Background: an optimization exercise with open tools, aiming at small area. Do not read the settings as production practice.
Only simulation tests tie the RTL to the original design; equivalence was not proved.

## drum_core
module drum_core (
    input  wire               clk,
    input  wire               rst,           
    input  wire               byte_valid,
    input  wire [7:0]         byte_data,
    output wire               byte_ready,
    input  wire               block_valid,
    input  wire [15:0]        block_fshift,  
    output wire               block_ready,
    input  wire [3:0]         press,         
    input  wire               overrun,
    output wire               out_valid,
    output wire signed [19:0] out_sample,
    output reg                overrun_flag
);
Size in the first run: about 57 I/O pins.
export LEC_CHECK = 0
export CAP_MARGIN = 20
export CORE_MARGIN = 2
export CORE_UTILIZATION = 45
export GPL_TIMING_DRIVEN = 0
export SLEW_MARGIN = 20
create_clock -name core_clock -period 30.0 [get_ports {clk}]
standard.sh (not shown) runs the stock make flow with config.mk's settings and CLKGATE_MAP_FILE= SYNTH_SCRIPT=/design/flow/synth_recipe.tcl, a recipe that flattens the netlist after the stock synthesis.
==> flow/flow/run.sh <==
#!/bin/bash
# Standard ORFS layout, with the combinational logic of the standard synthesis
# re-mapped by ABC for area before floorplanning. Registers (cells and names)
# are left exactly as the standard synthesis made them, and so are its full
# adders.
set -euo pipefail
HERE=$(pwd)
YOSYS=${YOSYS_EXE:-$FLOW_HOME/../tools/install/yosys/bin/yosys}
LIB=$FLOW_HOME/platforms/sky130hd/lib/sky130_fd_sc_hd__tt_025C_1v80.lib
RES=$HERE/orfs/results/$FLOW_PLATFORM/drum_core/base

bash standard.sh synth > $HERE/synth.log 2>&1

cp $RES/1_2_yosys.v $HERE/synth_std.v
SEQ=$(grep -oE 'cell \("?sky130_fd_sc_hd__(df|edf|sdf|dl|conb|fa_)[a-z0-9_]*' $LIB | sed -E 's/cell \("?//' | sort -u | tr '\n' ' ')
# ABC's results vary with its script: try a few and keep the smallest netlist.
best=""
best_area=""
i=0
for ABC in "+strash;dc2;dch,-f;amap;strash;dch,-f;amap;" \
           "+strash;dch,-f;amap;" \
           "+strash;resub,-K,8;dc2;dch,-f;amap;strash;dch,-f;amap;" \
           "+strash;dc2;dc2;dch,-f;amap;strash;dc2;dch,-f;amap;" \
           "+strash;dc2;resub,-K,8,-N,2;dch,-f;amap;strash;dch,-f;amap;" \
           "+strash;dc2;dch,-f;amap;strash;dc2;dch,-f;amap;strash;dc2;dch,-f;amap;" \
           "+strash;dch,-f;amap;strash;dch,-f;amap;strash;dch,-f;amap;" \
           "+strash;drw;drf;dc2;dch,-f;amap;strash;dch,-f;amap;"; do
  i=$((i+1))
  sed -e "s#@LIB@#$LIB#g" -e "s#@SEQ@#$SEQ#g" -e "s#@IN@#$HERE/synth_std.v#g" \
      -e "s#@OUT@#$HERE/synth_remap_$i.v#g" -e "s#@TOP@#$FLOW_TOP#g" -e "s#@ABC@#$ABC#g" \
      flow/remap.ys > $HERE/remap_run_$i.ys
  if $YOSYS -q -l $HERE/remap_$i.log $HERE/remap_run_$i.ys > /dev/null 2>&1; then
    area=$( (grep -E "Chip area for module" $HERE/remap_$i.log || true) | tail -1 | awk "{print \$NF}")
    echo "remap $i: $area" >> $HERE/remap_summary.log
    if [[ -n "$area" ]] && { [[ -z "$best_area" ]] || awk "BEGIN{exit !($area < $best_area)}"; }; then
      best=$i; best_area=$area
    fi
  else
    echo "remap $i: failed" >> $HERE/remap_summary.log
  fi
done
if [[ -n "$best" ]]; then
  echo "using remap $best ($best_area)" >> $HERE/remap_summary.log
  cp $HERE/synth_remap_$best.v $HERE/synth_remap.v
else
  echo "all remaps failed; keeping the standard netlist" >> $HERE/remap_summary.log
  cp $HERE/synth_std.v $HERE/synth_remap.v
fi
cp $HERE/synth_remap.v $RES/1_2_yosys.v

# Clock tree: no dummy loads, and clusters sized for the flip-flop clock-pin
# slew limit.
CTS_ARGS="-sink_clustering_enable -repair_clock_nets -dont_use_dummy_load -sink_clustering_size 5 -sink_clustering_max_diameter 35 -sink_buffer_max_cap_derate 1.0 -buf_list {sky130_fd_sc_hd__clkbuf_2 sky130_fd_sc_hd__clkbuf_4}"
bash standard.sh finish "CTS_ARGS=$CTS_ARGS" > $HERE/finish.log 2>&1
Other scripts of this flow, unchanged in this note and not shown: flow/flow/remap.ys
The first run completed without violations.
Change:
--- a/flow/flow/run.sh
+++ b/flow/flow/run.sh
@@ -21,9 +21,5 @@
            "+strash;dch,-f;amap;" \
            "+strash;resub,-K,8;dc2;dch,-f;amap;strash;dch,-f;amap;" \
-           "+strash;dc2;dc2;dch,-f;amap;strash;dc2;dch,-f;amap;" \
-           "+strash;dc2;resub,-K,8,-N,2;dch,-f;amap;strash;dch,-f;amap;" \
-           "+strash;dc2;dch,-f;amap;strash;dc2;dch,-f;amap;strash;dc2;dch,-f;amap;" \
-           "+strash;dch,-f;amap;strash;dch,-f;amap;strash;dch,-f;amap;" \
-           "+strash;drw;drf;dc2;dch,-f;amap;strash;dch,-f;amap;"; do
+           "+strash;dc2;dc2;dch,-f;amap;strash;dc2;dch,-f;amap;"; do
   i=$((i+1))
   sed -e "s#@LIB@#$LIB#g" -e "s#@SEQ@#$SEQ#g" -e "s#@IN@#$HERE/synth_std.v#g" \
@@ -51,4 +47,4 @@
 # Clock tree: no dummy loads, and clusters sized for the flip-flop clock-pin
 # slew limit.
-CTS_ARGS="-sink_clustering_enable -repair_clock_nets -dont_use_dummy_load -sink_clustering_size 5 -sink_clustering_max_diameter 35 -sink_buffer_max_cap_derate 1.0 -buf_list {sky130_fd_sc_hd__clkbuf_2 sky130_fd_sc_hd__clkbuf_4}"
+CTS_ARGS="-sink_clustering_enable -repair_clock_nets -dont_use_dummy_load -sink_clustering_size 8 -sink_clustering_max_diameter 45 -sink_buffer_max_cap_derate 1.0 -buf_list {sky130_fd_sc_hd__clkbuf_4}"
 bash standard.sh finish "CTS_ARGS=$CTS_ARGS" > $HERE/finish.log 2>&1
CAP_MARGIN = 10   (was 20)
SLEW_MARGIN = 10   (was 20)
The changed run completed without violations; worst hold slack is worse by 10 ps; clock skew goes down by 39 ps; via count goes down by 0.96%; utilization barely changes; fmax goes down by 4.0%; die area goes up by 0.45%.
Change:
--- a/flow/flow/run.sh
+++ b/flow/flow/run.sh
@@ -21,5 +21,9 @@
            "+strash;dch,-f;amap;" \
            "+strash;resub,-K,8;dc2;dch,-f;amap;strash;dch,-f;amap;" \
-           "+strash;dc2;dc2;dch,-f;amap;strash;dc2;dch,-f;amap;"; do
+           "+strash;dc2;dc2;dch,-f;amap;strash;dc2;dch,-f;amap;" \
+           "+strash;dc2;resub,-K,8,-N,2;dch,-f;amap;strash;dch,-f;amap;" \
+           "+strash;dc2;dch,-f;amap;strash;dc2;dch,-f;amap;strash;dc2;dch,-f;amap;" \
+           "+strash;dch,-f;amap;strash;dch,-f;amap;strash;dch,-f;amap;" \
+           "+strash;drw;drf;dc2;dch,-f;amap;strash;dch,-f;amap;"; do
   i=$((i+1))
   sed -e "s#@LIB@#$LIB#g" -e "s#@SEQ@#$SEQ#g" -e "s#@IN@#$HERE/synth_std.v#g" \
CAP_MARGIN = 20   (was 10)
PLACE_DENSITY = 0.8   (was not set)
SLEW_MARGIN = 20   (was 10)
The new run went through all stages and came out clean.
Flip-flop and latch count is unchanged.
Worst hold slack is better by 4.6 ps.
Die area goes down by about 0.44%.
Routed wire length goes down by about 1.1%.
Change:
CORE_UTILIZATION = 30   (was 45)
PLACE_DENSITY = 0.9   (was 0.8)
The changed run completed without violations; first-iteration DRC count grows by 16%; wire length climbs by about 3.3%; synthesized area stays the same.

## afterwards: timing with drivers on the ports
Ports are ideal in the flow. The routed layouts listed here were re-timed in OpenROAD.
Step 1 assumes that a clkbuf_16 drives the clock port and a buf_2 every other input.
Step 2, shift: input delay + t, output delay - t, t = (earliest + latest rising clock arrival at the registers) / 2. This alone moves slack from input paths to output paths.
Slacks: ideal ports / drivers / drivers and shift; pairs: ideal ports / drivers.
run | t (ns) | slack for setup (ns) | worst hold slack (ns) | worst setup path after step 2 | latest minus earliest clock arrival (ns)
the first run | 1.044 | 2.825 / 2.825 / 2.825 | 0.468 / 0.468 / 0.468 | register to register | 0.192 / 0.192
the second run | 0.826 | 1.679 / 1.679 / 1.679 | 0.458 / 0.458 / 0.458 | register to register | 0.151 / 0.151
the third run | 0.777 | 3.308 / 3.308 / 3.308 | 0.462 / 0.462 / 0.462 | register to register | 0.130 / 0.130
the fourth run | 0.798 | 2.948 / 2.948 / 2.948 | 0.468 / 0.468 / 0.468 | register to register | 0.135 / 0.135
After both steps every run listed still meets setup and hold.
